What follows belongs to an exercise in optimizing a design on an open flow for small area and a short achievable clock period; a production flow would make more cautious choices. The RTL was checked by simulation tests, not by an equivalence proof against the original design.

==> build 20 <==
==> flow/design.v <==
module nectx (
    input             clk,
    input             rst,
    input      [31:0] top,
    input             host_we,
    input      [2:0]  host_addr,
    input      [31:0] host_wdata,
    output reg [31:0] host_rdata,
    output     [31:0] carrier
);
    localparam [6:0] DUTY_DEFAULT = 7'd33;
    localparam [3:0] PH_IDLE           = 4'd0;
    localparam [3:0] PH_LEAD_MARK      = 4'd1;
    localparam [3:0] PH_LEAD_SPACE     = 4'd2;
    localparam [3:0] PH_BIT_MARK       = 4'd3;
    localparam [3:0] PH_BIT_SPACE      = 4'd4;
    localparam [3:0] PH_TRAIL_MARK     = 4'd5;
    localparam [3:0] PH_RPT_LEAD_MARK  = 4'd6;
    localparam [3:0] PH_RPT_SPACE      = 4'd7;
    localparam [3:0] PH_RPT_TRAIL_MARK = 4'd8;
    localparam [1:0] RPT_IDLE      = 2'd0;
    localparam [1:0] RPT_REPEATING = 2'd1;
    localparam [1:0] RPT_STOPPING  = 2'd2;
    localparam [7:0] OP_DECODE_RAW        = 8'h01;
    localparam [7:0] OP_ENCODE_RAW        = 8'h02;
    localparam [7:0] OP_SEND_BYTES        = 8'h03;
    localparam [7:0] OP_SEND_REPEAT_FRAME = 8'h04;
    localparam [7:0] OP_SEND              = 8'h05;
    localparam [7:0] OP_SEND_RAW          = 8'h06;
    localparam [7:0] OP_STOP_REPEAT       = 8'h07;
    localparam [7:0] OP_CONFIGURE         = 8'h08;
    localparam integer NA = 14;
    reg [31:0] cmd_arg_reg;      
    reg [7:0]  cmd_op;
    reg [6:0]  r_dur;            
    reg        r_code_v;         
    reg [23:0] r_code;           
    reg [24:0] r_decode;
    reg [3:0]  seq_phase;
    reg [4:0]  bit_idx;
    reg        seq_owner;
    reg        ill;
    reg        ovr;
    reg        busy;
    reg [1:0]  rpt_state;
    reg [6:0]  duty;
    reg [10:0] t;                
    reg [1:0]  units;            
    reg [6:0]  md;               
    reg [32:0] div_a;            
    reg [38:0] w;                
    function [5:0] dstep;        
        input [4:0] r;
        input       b;
        reg   [5:0] x;
        begin
            x = {r, b};
            if (x >= 6'd25) dstep = {1'b1, x[4:0] - 5'd25};
            else            dstep = {1'b0, x[4:0]};
        end
    endfunction
    function [32:0] stage_a;     
        input [31:0] tp;
        reg   [4:0]  r;
        reg   [5:0]  s;
        integer      k;
        begin
            r = {1'b0, tp[31:28]};       
            stage_a = 33'd0;
            for (k = 4; k < NA; k = k + 1) begin
                s = dstep(r, tp[31 - k]);
                stage_a[32 - (k - 4)] = s[5];
                r = s[4:0];
            end
            stage_a[32 - (NA - 4) -: 5] = r;
            stage_a[31 - NA:0]          = tp[31 - NA:0];
        end
    endfunction
    function [38:0] stage_b;     
        input [32:0] da;
        reg   [4:0]  r;
        reg   [5:0]  s;
        integer      k;
        begin
            stage_b = 39'd0;
            stage_b[38 -: NA - 4] = da[32 -: NA - 4];
            r = da[32 - (NA - 4) -: 5];
            for (k = NA; k < 43; k = k + 1) begin
                s = dstep(r, (k < 32) ? da[31 - k] : 1'b0);
                stage_b[42 - k] = s[5];
                r = s[4:0];
            end
        end
    endfunction
    wire [32:0] n_div_a = stage_a(top);
    wire [38:0] n_w     = stage_b(div_a);
    always @(posedge clk) begin
        div_a <= n_div_a;
        w     <= n_w;
    end
    wire [45:0] prod = {7'd0, w & {39{md[0]}}}
                     + {6'd0, w & {39{md[1]}}, 1'b0}
                     + {5'd0, w & {39{md[2]}}, 2'b0}
                     + {4'd0, w & {39{md[3]}}, 3'b0}
                     + {3'd0, w & {39{md[4]}}, 4'b0}
                     + {2'd0, w & {39{md[5]}}, 5'b0}
                     + {1'd0, w & {39{md[6]}}, 6'b0}
                     + {39'd0, md};
    assign carrier = prod[44:13];
    wire mark_nz = |carrier;
    always @(*) begin
        case (host_addr)
            3'd0:    host_rdata = cmd_arg_reg;
            3'd1:    host_rdata = {24'd0, cmd_op};
            3'd2:    host_rdata = {16'd0, bit_idx, seq_phase, seq_owner, ovr, ill,
                                   mark_nz, rpt_state, busy};
            3'd3:    host_rdata = {21'd0, r_dur, |r_dur, 3'd0};
            3'd4:    host_rdata = {r_code_v ? ~r_code[23:16] : 8'd0, r_code};
            3'd5:    host_rdata = {7'd0, r_decode};
            3'd6:    host_rdata = {25'd0, duty};
            default: host_rdata = 32'd0;
        endcase
    end
    wire [31:0] a     = cmd_arg_reg;
    wire [7:0]  op    = host_wdata[7:0];
    wire        wr0   = host_we && (host_addr == 3'd0);
    wire        wr1   = host_we && (host_addr == 3'd1);
    wire        wr2   = host_we && (host_addr == 3'd2);
    wire        issue = wr1 && !busy;
    wire a_z     = (a == 32'd0);
    wire a_hi8z  = (a[31:24] == 8'd0);
    wire a_hi7z  = (a[31:25] == 7'd0);
    wire a_hi24z = (a[31:8] == 24'd0);
    wire dec_valid = (a[23:16] == ~a[31:24]);
    reg legal;
    always @(*) begin
        case (op)
            OP_DECODE_RAW, OP_SEND_BYTES, OP_SEND_RAW: legal = 1'b1;
            OP_ENCODE_RAW:                        legal = a_hi8z;
            OP_SEND_REPEAT_FRAME, OP_STOP_REPEAT: legal = a_z;
            OP_SEND:                              legal = a_hi7z;
            OP_CONFIGURE:                         legal = a_hi24z;
            default:                              legal = 1'b0;
        endcase
    end
    wire join_issue = issue && legal &&
                      (op == OP_SEND_BYTES || op == OP_SEND_REPEAT_FRAME ||
                       op == OP_SEND || op == OP_STOP_REPEAT ||
                       (op == OP_SEND_RAW && dec_valid));
    wire raw_inval  = issue && (op == OP_SEND_RAW) && !dec_valid;
    wire cfg_now    = issue && (op == OP_CONFIGURE) && a_hi24z;
    wire [6:0] cfg_val = (a[7:0] >= 8'd1 && a[7:0] <= 8'd100) ? a[6:0] : DUTY_DEFAULT;
    wire [6:0] n_d     = cfg_now ? cfg_val : duty;       
    wire [7:0] n_op    = issue ? op : cmd_op;
    wire [15:0] dec_addr = (a[15:8] == ~a[7:0]) ? {8'd0, a[7:0]} : a[15:0];
    wire [7:0]  enc_high = (a[15:8] == 8'd0) ? ~a[7:0] : a[15:8];
    wire        is_bytes = ~cmd_op[2];
    wire [7:0]  f_mid    = (!is_bytes && a[15:8] == 8'd0) ? ~a[7:0] : a[15:8];
    wire [7:0]  f_hi     = is_bytes ? a[31:24] : ~a[23:16];
    wire [31:0] frame    = {f_hi, a[23:16], f_mid, a[7:0]};
    wire        fbit     = frame[bit_idx];
    wire active = (seq_phase != PH_IDLE);
    wire bnd    = (t[2:0] == 3'd0);
    reg  ivl_end;
    always @(*) begin
        case (seq_phase)
            PH_LEAD_MARK, PH_RPT_LEAD_MARK: ivl_end = t[7];            
            PH_LEAD_SPACE:                  ivl_end = t[7] & t[6];     
            PH_BIT_MARK, PH_TRAIL_MARK:     ivl_end = bnd;
            PH_BIT_SPACE:                   ivl_end = bnd && (units == 2'd0);
            PH_RPT_SPACE:                   ivl_end = t[5];            
            PH_RPT_TRAIL_MARK:              ivl_end = t[3];            
            default:                        ivl_end = 1'b0;
        endcase
    end
    wire frame_end = ivl_end && (seq_phase == PH_TRAIL_MARK || seq_phase == PH_RPT_TRAIL_MARK);
    wire fg_end    = frame_end && !seq_owner;
    wire bg_busy   = seq_owner && active && !frame_end;
    wire start_rpt = fg_end && (cmd_op == OP_SEND) && a[24];
    reg [1:0] rpt1;
    always @(*) begin
        rpt1 = rpt_state;
        if (join_issue && rpt_state == RPT_REPEATING) rpt1 = RPT_STOPPING;
        if (start_rpt)                                rpt1 = RPT_REPEATING;
        if (rpt1 == RPT_STOPPING && !bg_busy)         rpt1 = RPT_IDLE;
    end
    wire joining   = join_issue || (busy && rpt_state == RPT_STOPPING);
    wire join_done = joining && (rpt1 == RPT_IDLE);
    wire fg_start  = join_done && (n_op != OP_STOP_REPEAT);
    wire fire      = (rpt1 == RPT_REPEATING) && !active && t[10] && t[9] && t[4] && t[3] && t[2];
    reg [3:0] n_phase;
    reg [4:0] n_bit;
    reg [1:0] n_units;
    reg [6:0] n_md;
    reg [10:0] n_t;
    reg       n_owner;
    always @(*) begin
        n_phase = seq_phase;
        n_bit   = bit_idx;
        n_units = units;
        n_md    = md;
        n_t     = t + 11'd1;
        n_owner = seq_owner;
        if (ivl_end) begin
            case (seq_phase)
                PH_LEAD_MARK:     begin n_phase = PH_LEAD_SPACE; n_md = 7'd0; end
                PH_LEAD_SPACE:    begin n_phase = PH_BIT_MARK;   n_md = n_d;  end
                PH_BIT_MARK:      begin n_phase = PH_BIT_SPACE;  n_md = 7'd0;
                                        n_units = fbit ? 2'd2 : 2'd0; end
                PH_BIT_SPACE: begin
                    n_md = n_d;
                    if (bit_idx != 5'd31) begin n_phase = PH_BIT_MARK; n_bit = bit_idx + 5'd1; end
                    else                        n_phase = PH_TRAIL_MARK;
                end
                PH_RPT_LEAD_MARK: begin n_phase = PH_RPT_SPACE;      n_md = 7'd0; end
                PH_RPT_SPACE:     begin n_phase = PH_RPT_TRAIL_MARK; n_md = n_d;  end
                default:          begin n_phase = PH_IDLE;           n_md = 7'd0; end
            endcase
        end else if (seq_phase == PH_BIT_SPACE && bnd) begin
            n_units = units - 2'd1;
        end
        if (fg_start) begin
            n_owner = 1'b0;
            n_phase = (n_op == OP_SEND_REPEAT_FRAME) ? PH_RPT_LEAD_MARK : PH_LEAD_MARK;
            n_bit   = 5'd0;
            n_md    = n_d;
            n_t     = 11'd1;
        end
        if (fire) begin
            n_owner = 1'b1;
            n_phase = PH_RPT_LEAD_MARK;
            n_bit   = 5'd0;
            n_md    = n_d;
            n_t     = 11'd1;
        end
    end
    always @(posedge clk) begin
        t     <= n_t;
        units <= n_units;
    end
    always @(posedge clk) begin
        if (rst) begin
            cmd_arg_reg <= 32'd0;
            cmd_op      <= 8'd0;
            r_dur       <= 7'd0;
            r_code_v    <= 1'b0;
            r_code      <= 24'd0;
            r_decode    <= 25'd0;
            seq_phase   <= PH_IDLE;
            bit_idx     <= 5'd0;
            seq_owner   <= 1'b0;
            ill         <= 1'b0;
            ovr         <= 1'b0;
            busy        <= 1'b0;
            rpt_state   <= RPT_IDLE;
            duty        <= DUTY_DEFAULT;
            md          <= 7'd0;
        end else begin
            if (wr0 && !busy) cmd_arg_reg <= host_wdata;
            if ((wr0 || wr1) && busy) ovr <= 1'b1;
            else if (wr2)             ovr <= ovr & ~host_wdata[5];
            if (issue && !legal) ill <= 1'b1;
            else if (wr2)        ill <= ill & ~host_wdata[4];
            if (issue) cmd_op <= op;
            if (issue && op == OP_DECODE_RAW)
                r_decode <= {dec_valid, a[23:16], dec_addr};
            if (issue && op == OP_ENCODE_RAW && a_hi8z) begin
                r_code_v <= 1'b1;
                r_code   <= {a[23:16], enc_high, a[7:0]};
            end
            if (cfg_now) duty <= cfg_val;
            if (raw_inval)   r_dur <= 7'd0;
            else if (fg_end) r_dur <= t[10:4];
            busy      <= (busy || join_issue) && !fg_end && !(join_done && n_op == OP_STOP_REPEAT);
            rpt_state <= rpt1;
            seq_phase <= n_phase;
            bit_idx   <= n_bit;
            seq_owner <= n_owner;
            md        <= n_md;
        end
    end
endmodule
==> flow/run.sh <==
#!/bin/bash
# synth_recipe.tcl (not shown) runs the flow's synth.tcl, then flattens the netlist and writes it again
# the make line also repeats each setting of config.mk as NAME=value (left out here)
make -C /OpenROAD-flow-scripts/flow DESIGN_CONFIG=/design/flow/config.mk WORK_HOME=/design/flow/orfs CLKGATE_MAP_FILE= SYNTH_SCRIPT=/design/flow/synth_recipe.tcl finish
==> flow/config.mk <==
export PLATFORM = sky130hd
export DESIGN_NAME = nectx
export DESIGN_NICKNAME = nectx
export VERILOG_FILES = /design/flow/design.v
export SDC_FILE = /design/flow/constraint.sdc
export NUM_CORES = 4
export LEC_CHECK = 0
export CAP_MARGIN = 20
export CORE_MARGIN = 2
export CORE_UTILIZATION = 40
export SLEW_MARGIN = 20
==> flow/constraint.sdc <==
create_clock -name core_clock -period 40.0 [get_ports {clk}]
set_input_delay 8.0000 -clock core_clock [delete_from_list [all_inputs] [get_ports {clk}]]
set_output_delay 8.0000 -clock core_clock [all_outputs]
set_load 0.01 [all_outputs]
==> inputs of build 83, as changes to build 20 <==
==> flow/design.v, changed modules only <==
module nectx (
    input             clk,
    input             rst,
    input      [31:0] top,
    input             host_we,
    input      [2:0]  host_addr,
    input      [31:0] host_wdata,
    output reg [31:0] host_rdata,
    output     [31:0] carrier
);
    localparam [6:0] DUTY_DEFAULT = 7'd33;
    localparam [3:0] PH_IDLE           = 4'd0;
    localparam [3:0] PH_LEAD_MARK      = 4'd1;
    localparam [3:0] PH_LEAD_SPACE     = 4'd2;
    localparam [3:0] PH_BIT_MARK       = 4'd3;
    localparam [3:0] PH_BIT_SPACE      = 4'd4;
    localparam [3:0] PH_TRAIL_MARK     = 4'd5;
    localparam [3:0] PH_RPT_LEAD_MARK  = 4'd6;
    localparam [3:0] PH_RPT_SPACE      = 4'd7;
    localparam [3:0] PH_RPT_TRAIL_MARK = 4'd8;
    localparam [1:0] RPT_IDLE      = 2'd0;
    localparam [1:0] RPT_REPEATING = 2'd1;
    localparam [1:0] RPT_STOPPING  = 2'd2;
    localparam [7:0] OP_DECODE_RAW        = 8'h01;
    localparam [7:0] OP_ENCODE_RAW        = 8'h02;
    localparam [7:0] OP_SEND_BYTES        = 8'h03;
    localparam [7:0] OP_SEND_REPEAT_FRAME = 8'h04;
    localparam [7:0] OP_SEND              = 8'h05;
    localparam [7:0] OP_SEND_RAW          = 8'h06;
    localparam [7:0] OP_STOP_REPEAT       = 8'h07;
    localparam [7:0] OP_CONFIGURE         = 8'h08;
    reg [31:0] cmd_arg_reg;      
    reg [7:0]  cmd_op;
    reg [6:0]  r_dur;            
    reg        r_code_v;         
    reg [23:0] r_code;           
    reg [24:0] r_decode;
    reg [3:0]  seq_phase;
    reg [4:0]  bit_idx;
    reg        seq_owner;
    reg        ill;
    reg        ovr;
    reg        busy;
    reg [1:0]  rpt_state;
    reg [6:0]  duty;
    reg [10:0] t;                
    reg [1:0]  units;            
    reg [6:0]  md;               
    reg [32:0] div_a;            
    reg [38:0] w;                
    function [5:0] dstep;
        input [4:0] r;
        input       b;
        begin
            dstep[5] = (r[4]) | (r[3] & r[2] & r[0]) | (r[3] & r[2] & r[1]) | (r[3] & r[2] & b);
            dstep[4] = (r[3] & ~r[2]) | (r[4] & r[2] & r[0]) | (r[4] & r[2] & b) | (r[4] & r[2] & r[1]) | (r[3] & ~r[1] & ~r[0] & ~b);
            dstep[3] = (~r[4] & ~r[3] & r[2]) | (r[4] & ~r[2] & b) | (r[4] & ~r[2] & r[1]) | (r[2] & ~r[1] & ~r[0] & ~b) | (r[4] & ~r[2] & r[0]);
            dstep[2] = (r[1] & r[0]) | (r[1] & b) | (r[4] & ~r[1] & ~r[0] & ~b) | (~r[4] & ~r[2] & r[1]) | (~r[4] & ~r[3] & r[1]);
            dstep[1] = (r[0] & b) | (r[4] & ~r[0] & ~b) | (~r[4] & ~r[3] & r[0]) | (r[3] & ~r[2] & r[0]) | (r[3] & r[2] & r[1] & ~r[0] & ~b);
            dstep[0] = (r[4] & ~b) | (~r[4] & ~r[2] & b) | (~r[4] & ~r[3] & b) | (r[3] & r[2] & r[0] & ~b) | (r[3] & r[2] & r[1] & ~b);
        end
    endfunction
    localparam integer NB = 20;
    function [NB + 4:0] dblock;  
        input [4:0]    r0;
        input [NB-1:0] bits;
        reg   [4:0]    r;
        reg   [5:0]    st;
        integer        k;
        begin
            r = r0;
            for (k = 0; k < NB; k = k + 1) begin
                st = dstep(r, bits[NB - 1 - k]);
                dblock[NB + 4 - k] = st[5];
                r = st[4:0];
            end
            dblock[4:0] = r;
        end
    endfunction
    wire [4:0]      blk_r   = rst ? {1'b0, top[31:28]} : div_a[12:8];
    wire [NB-1:0]   blk_in  = rst ? top[27:8] : {div_a[7:0], 12'd0};
    wire [NB + 4:0] blk_out = dblock(blk_r, blk_in);
    always @(posedge clk) begin
        if (rst) div_a <= {blk_out, top[7:0]};
        w <= {div_a[32:13], blk_out[NB + 4 -: 19]};
    end
    wire [9:0] md_ext = {2'b00, md, 1'b0};
    reg  [39:0] bth [0:3];       
    reg  [3:0]  bneg;
    reg         b_one, b_two;
    integer     j;
    always @(*) begin
        for (j = 0; j < 4; j = j + 1) begin
            b_one   = md_ext[2*j+1] ^ md_ext[2*j];
            b_two   = (md_ext[2*j+2] & ~md_ext[2*j+1] & ~md_ext[2*j]) |
                      (~md_ext[2*j+2] & md_ext[2*j+1] & md_ext[2*j]);
            bneg[j] = md_ext[2*j+2];
            bth[j]  = (({40{b_one}} & {1'b0, w}) | ({40{b_two}} & {w, 1'b0})) ^ {40{bneg[j]}};
        end
    end
    wire [47:0] row0 = {6'b0, ~bneg[0], bneg[0], bneg[0], bth[0]};
    wire [47:0] row1 = {5'b0, 1'b1, ~bneg[1], bth[1], 1'b0, bneg[0]};
    wire [47:0] row2 = {3'b0, 1'b1, ~bneg[2], bth[2], 1'b0, bneg[1], 2'b0};
    wire [47:0] row3 = {2'b0, 1'b1, bth[3], 1'b0, bneg[2], 4'b0};
    wire [47:0] row4 = {41'b0, md};
    function [95:0] csa;         
        input [47:0] x, y, z;
        begin
            csa[47:0]  = x ^ y ^ z;
            csa[95:48] = {(x[46:0] & y[46:0]) | (x[46:0] & z[46:0]) | (y[46:0] & z[46:0]), 1'b0};
        end
    endfunction
    wire [95:0] cs1 = csa(row0, row1, row2);
    wire [95:0] cs2 = csa(cs1[47:0], cs1[95:48], row3);
    wire [95:0] cs3 = csa(cs2[47:0], cs2[95:48], row4);
    wire [47:0] sx = cs3[47:0];
    wire [47:0] sy = cs3[95:48];
    reg  [47:0] prod;
    reg  [16:0] blk0, blk1;
    reg         cy;
    integer     bk;
    always @(*) begin
        cy = 1'b0;
        prod = 48'd0;
        for (bk = 0; bk < 48; bk = bk + 16) begin
            blk0 = {1'b0, sx[bk +: 16]} + {1'b0, sy[bk +: 16]};
            blk1 = {1'b0, sx[bk +: 16]} + {1'b0, sy[bk +: 16]} + 17'd1;
            prod[bk +: 16] = cy ? blk1[15:0] : blk0[15:0];
            cy = cy ? blk1[16] : blk0[16];
        end
    end
    assign carrier = prod[44:13];
    wire mark_nz = (|md && |w[38:13]) || |prod[19:13];
    always @(*) begin
        case (host_addr)
            3'd0:    host_rdata = cmd_arg_reg;
            3'd1:    host_rdata = {24'd0, cmd_op};
            3'd2:    host_rdata = {16'd0, bit_idx, seq_phase, seq_owner, ovr, ill,
                                   mark_nz, rpt_state, busy};
            3'd3:    host_rdata = {21'd0, r_dur, |r_dur, 3'd0};
            3'd4:    host_rdata = {r_code_v ? ~r_code[23:16] : 8'd0, r_code};
            3'd5:    host_rdata = {7'd0, r_decode};
            3'd6:    host_rdata = {25'd0, duty};
            default: host_rdata = 32'd0;
        endcase
    end
    wire [31:0] a     = cmd_arg_reg;
    wire [7:0]  op    = host_wdata[7:0];
    wire        wr0   = host_we && (host_addr == 3'd0);
    wire        wr1   = host_we && (host_addr == 3'd1);
    wire        wr2   = host_we && (host_addr == 3'd2);
    wire        issue = wr1 && !busy;
    wire a_z     = (a == 32'd0);
    wire a_hi8z  = (a[31:24] == 8'd0);
    wire a_hi7z  = (a[31:25] == 7'd0);
    wire a_hi24z = (a[31:8] == 24'd0);
    wire dec_valid = (a[23:16] == ~a[31:24]);
    reg legal;
    always @(*) begin
        case (op)
            OP_DECODE_RAW, OP_SEND_BYTES, OP_SEND_RAW: legal = 1'b1;
            OP_ENCODE_RAW:                        legal = a_hi8z;
            OP_SEND_REPEAT_FRAME, OP_STOP_REPEAT: legal = a_z;
            OP_SEND:                              legal = a_hi7z;
            OP_CONFIGURE:                         legal = a_hi24z;
            default:                              legal = 1'b0;
        endcase
    end
    wire join_issue = issue && legal &&
                      (op == OP_SEND_BYTES || op == OP_SEND_REPEAT_FRAME ||
                       op == OP_SEND || op == OP_STOP_REPEAT ||
                       (op == OP_SEND_RAW && dec_valid));
    wire raw_inval  = issue && (op == OP_SEND_RAW) && !dec_valid;
    wire cfg_now    = issue && (op == OP_CONFIGURE) && a_hi24z;
    wire [6:0] cfg_val = (a[7:0] >= 8'd1 && a[7:0] <= 8'd100) ? a[6:0] : DUTY_DEFAULT;
    wire [6:0] n_d     = cfg_now ? cfg_val : duty;       
    wire [7:0] n_op    = issue ? op : cmd_op;
    wire [15:0] dec_addr = (a[15:8] == ~a[7:0]) ? {8'd0, a[7:0]} : a[15:0];
    wire [7:0]  enc_high = (a[15:8] == 8'd0) ? ~a[7:0] : a[15:8];
    wire        is_bytes = ~cmd_op[2];
    wire [7:0]  f_mid    = (!is_bytes && a[15:8] == 8'd0) ? ~a[7:0] : a[15:8];
    wire [7:0]  f_hi     = is_bytes ? a[31:24] : ~a[23:16];
    wire [31:0] frame    = {f_hi, a[23:16], f_mid, a[7:0]};
    wire        fbit     = frame[bit_idx];
    wire active = (seq_phase != PH_IDLE);
    wire bnd    = (t[2:0] == 3'd0);
    reg  ivl_end;
    always @(*) begin
        case (seq_phase)
            PH_LEAD_MARK, PH_RPT_LEAD_MARK: ivl_end = t[7];            
            PH_LEAD_SPACE:                  ivl_end = t[7] & t[6];     
            PH_BIT_MARK, PH_TRAIL_MARK:     ivl_end = bnd;
            PH_BIT_SPACE:                   ivl_end = bnd && (units == 2'd0);
            PH_RPT_SPACE:                   ivl_end = t[5];            
            PH_RPT_TRAIL_MARK:              ivl_end = t[3];            
            default:                        ivl_end = 1'b0;
        endcase
    end
    wire frame_end = ivl_end && (seq_phase == PH_TRAIL_MARK || seq_phase == PH_RPT_TRAIL_MARK);
    wire fg_end    = frame_end && !seq_owner;
    wire bg_busy   = seq_owner && active && !frame_end;
    wire start_rpt = fg_end && (cmd_op == OP_SEND) && a[24];
    reg [1:0] rpt1;
    always @(*) begin
        rpt1 = rpt_state;
        if (join_issue && rpt_state == RPT_REPEATING) rpt1 = RPT_STOPPING;
        if (start_rpt)                                rpt1 = RPT_REPEATING;
        if (rpt1 == RPT_STOPPING && !bg_busy)         rpt1 = RPT_IDLE;
    end
    wire joining   = join_issue || (busy && rpt_state == RPT_STOPPING);
    wire join_done = joining && (rpt1 == RPT_IDLE);
    wire fg_start  = join_done && (n_op != OP_STOP_REPEAT);
    wire fire      = (rpt1 == RPT_REPEATING) && !active && t[10] && t[9] && t[4] && t[3] && t[2];
    reg [3:0] n_phase;
    reg [4:0] n_bit;
    reg [1:0] n_units;
    reg [6:0] n_md;
    reg [10:0] n_t;
    reg       n_owner;
    always @(*) begin
        n_phase = seq_phase;
        n_bit   = bit_idx;
        n_units = units;
        n_md    = md;
        n_t     = t + 11'd1;
        n_owner = seq_owner;
        if (ivl_end) begin
            case (seq_phase)
                PH_LEAD_MARK:     begin n_phase = PH_LEAD_SPACE; n_md = 7'd0; end
                PH_LEAD_SPACE:    begin n_phase = PH_BIT_MARK;   n_md = n_d;  end
                PH_BIT_MARK:      begin n_phase = PH_BIT_SPACE;  n_md = 7'd0;
                                        n_units = fbit ? 2'd2 : 2'd0; end
                PH_BIT_SPACE: begin
                    n_md = n_d;
                    if (bit_idx != 5'd31) begin n_phase = PH_BIT_MARK; n_bit = bit_idx + 5'd1; end
                    else                        n_phase = PH_TRAIL_MARK;
                end
                PH_RPT_LEAD_MARK: begin n_phase = PH_RPT_SPACE;      n_md = 7'd0; end
                PH_RPT_SPACE:     begin n_phase = PH_RPT_TRAIL_MARK; n_md = n_d;  end
                default:          begin n_phase = PH_IDLE;           n_md = 7'd0; end
            endcase
        end else if (seq_phase == PH_BIT_SPACE && bnd) begin
            n_units = units - 2'd1;
        end
        if (fg_start) begin
            n_owner = 1'b0;
            n_phase = (n_op == OP_SEND_REPEAT_FRAME) ? PH_RPT_LEAD_MARK : PH_LEAD_MARK;
            n_bit   = 5'd0;
            n_md    = n_d;
            n_t     = 11'd1;
        end
        if (fire) begin
            n_owner = 1'b1;
            n_phase = PH_RPT_LEAD_MARK;
            n_bit   = 5'd0;
            n_md    = n_d;
            n_t     = 11'd1;
        end
    end
    always @(posedge clk) begin
        t     <= n_t;
        units <= n_units;
    end
    always @(posedge clk) begin
        if (rst) begin
            cmd_arg_reg <= 32'd0;
            cmd_op      <= 8'd0;
            r_dur       <= 7'd0;
            r_code_v    <= 1'b0;
            r_code      <= 24'd0;
            r_decode    <= 25'd0;
            seq_phase   <= PH_IDLE;
            bit_idx     <= 5'd0;
            seq_owner   <= 1'b0;
            ill         <= 1'b0;
            ovr         <= 1'b0;
            busy        <= 1'b0;
            rpt_state   <= RPT_IDLE;
            duty        <= DUTY_DEFAULT;
            md          <= 7'd0;
        end else begin
            if (wr0 && !busy) cmd_arg_reg <= host_wdata;
            if ((wr0 || wr1) && busy) ovr <= 1'b1;
            else if (wr2)             ovr <= ovr & ~host_wdata[5];
            if (issue && !legal) ill <= 1'b1;
            else if (wr2)        ill <= ill & ~host_wdata[4];
            if (issue) cmd_op <= op;
            if (issue && op == OP_DECODE_RAW)
                r_decode <= {dec_valid, a[23:16], dec_addr};
            if (issue && op == OP_ENCODE_RAW && a_hi8z) begin
                r_code_v <= 1'b1;
                r_code   <= {a[23:16], enc_high, a[7:0]};
            end
            if (cfg_now) duty <= cfg_val;
            if (raw_inval)   r_dur <= 7'd0;
            else if (fg_end) r_dur <= t[10:4];
            busy      <= (busy || join_issue) && !fg_end && !(join_done && n_op == OP_STOP_REPEAT);
            rpt_state <= rpt1;
            seq_phase <= n_phase;
            bit_idx   <= n_bit;
            seq_owner <= n_owner;
            md        <= n_md;
        end
    end
endmodule
==> flow/flow/run.sh (new file) <==
#!/bin/bash
# The standard layout (the standard.sh: standard synthesis, floorplan,
# placement, CTS, routing), except that the port buffers are buf_2 cells
# instead of the default clkdlybuf4s50_1 delay cells, and the resizer's
# setup repair aims for 22.8 ns of slack at the 40 ns clock (a 17.2 ns
# period) instead of 0, so it also sizes up the paths that set the
# achieved period.
set -euo pipefail
export BUFFER_PORTS_ARGS="-buffer_cell sky130_fd_sc_hd__buf_2"
export SETUP_SLACK_MARGIN=22.8
bash standard.sh finish > standard.log 2>&1
==> flow/standard.sh (new file) <==
#!/bin/bash
# synth_recipe.tcl (not shown) runs the flow's synth.tcl, then flattens the netlist and writes it again
# the make line also repeats each setting of config.mk as NAME=value (left out here)
make -C /OpenROAD-flow-scripts/flow DESIGN_CONFIG=/design/flow/config.mk WORK_HOME=/design/flow/orfs CLKGATE_MAP_FILE= SYNTH_SCRIPT=/design/flow/synth_recipe.tcl "${@:-finish}"
--- a/flow/config.mk
+++ b/flow/config.mk
@@ -7,2 +7,3 @@
 export LEC_CHECK = 0
+export ABC_AREA = 1
 export CAP_MARGIN = 20
removed: flow/run.sh
==> summary of the runs <==
Against build 83, the hold slack of build 20 is lower by 6.9 ps. In build 20 the global-route usage is lower than in build 83, by 0.38 points. Against build 20, the area after synthesis of build 83 is lower by about 10%.

## what the ideal ports hide
How much do the figures lean on ideal ports? The routed layouts below were timed once more, with nothing changed but the port constraints.
Step 1 sets driving cells, clkbuf_16 on the clock port and buf_2 on the other inputs (assumed; they add their load-dependent delay and slew).
Step 2 moves the port delays by t, midway between the first and last clock arrival at a register: inputs arrive t later, outputs are due t later. That takes back most of the time a late clock gives input paths.
a / b / c = ideal / step 1 / step 2; a / b = the first two.
run	shift t [ns]	slack for setup (ns)	latest minus earliest clock arrival (ns)	worst slew at a driven data input, ns	pins driven straight from the clock port
build 20	0.625	12.123 / 12.123 / 12.123	0.016 / 0.016	0.10	1
build 83	0.595	22.749 / 22.684 / 22.684	0.024 / 0.024	0.20	1
After both steps setup and hold are still met in every run listed. The setup slack of build 83, which loses most, moves by -0.065 ns with the drivers and by -0.065 ns with both steps.
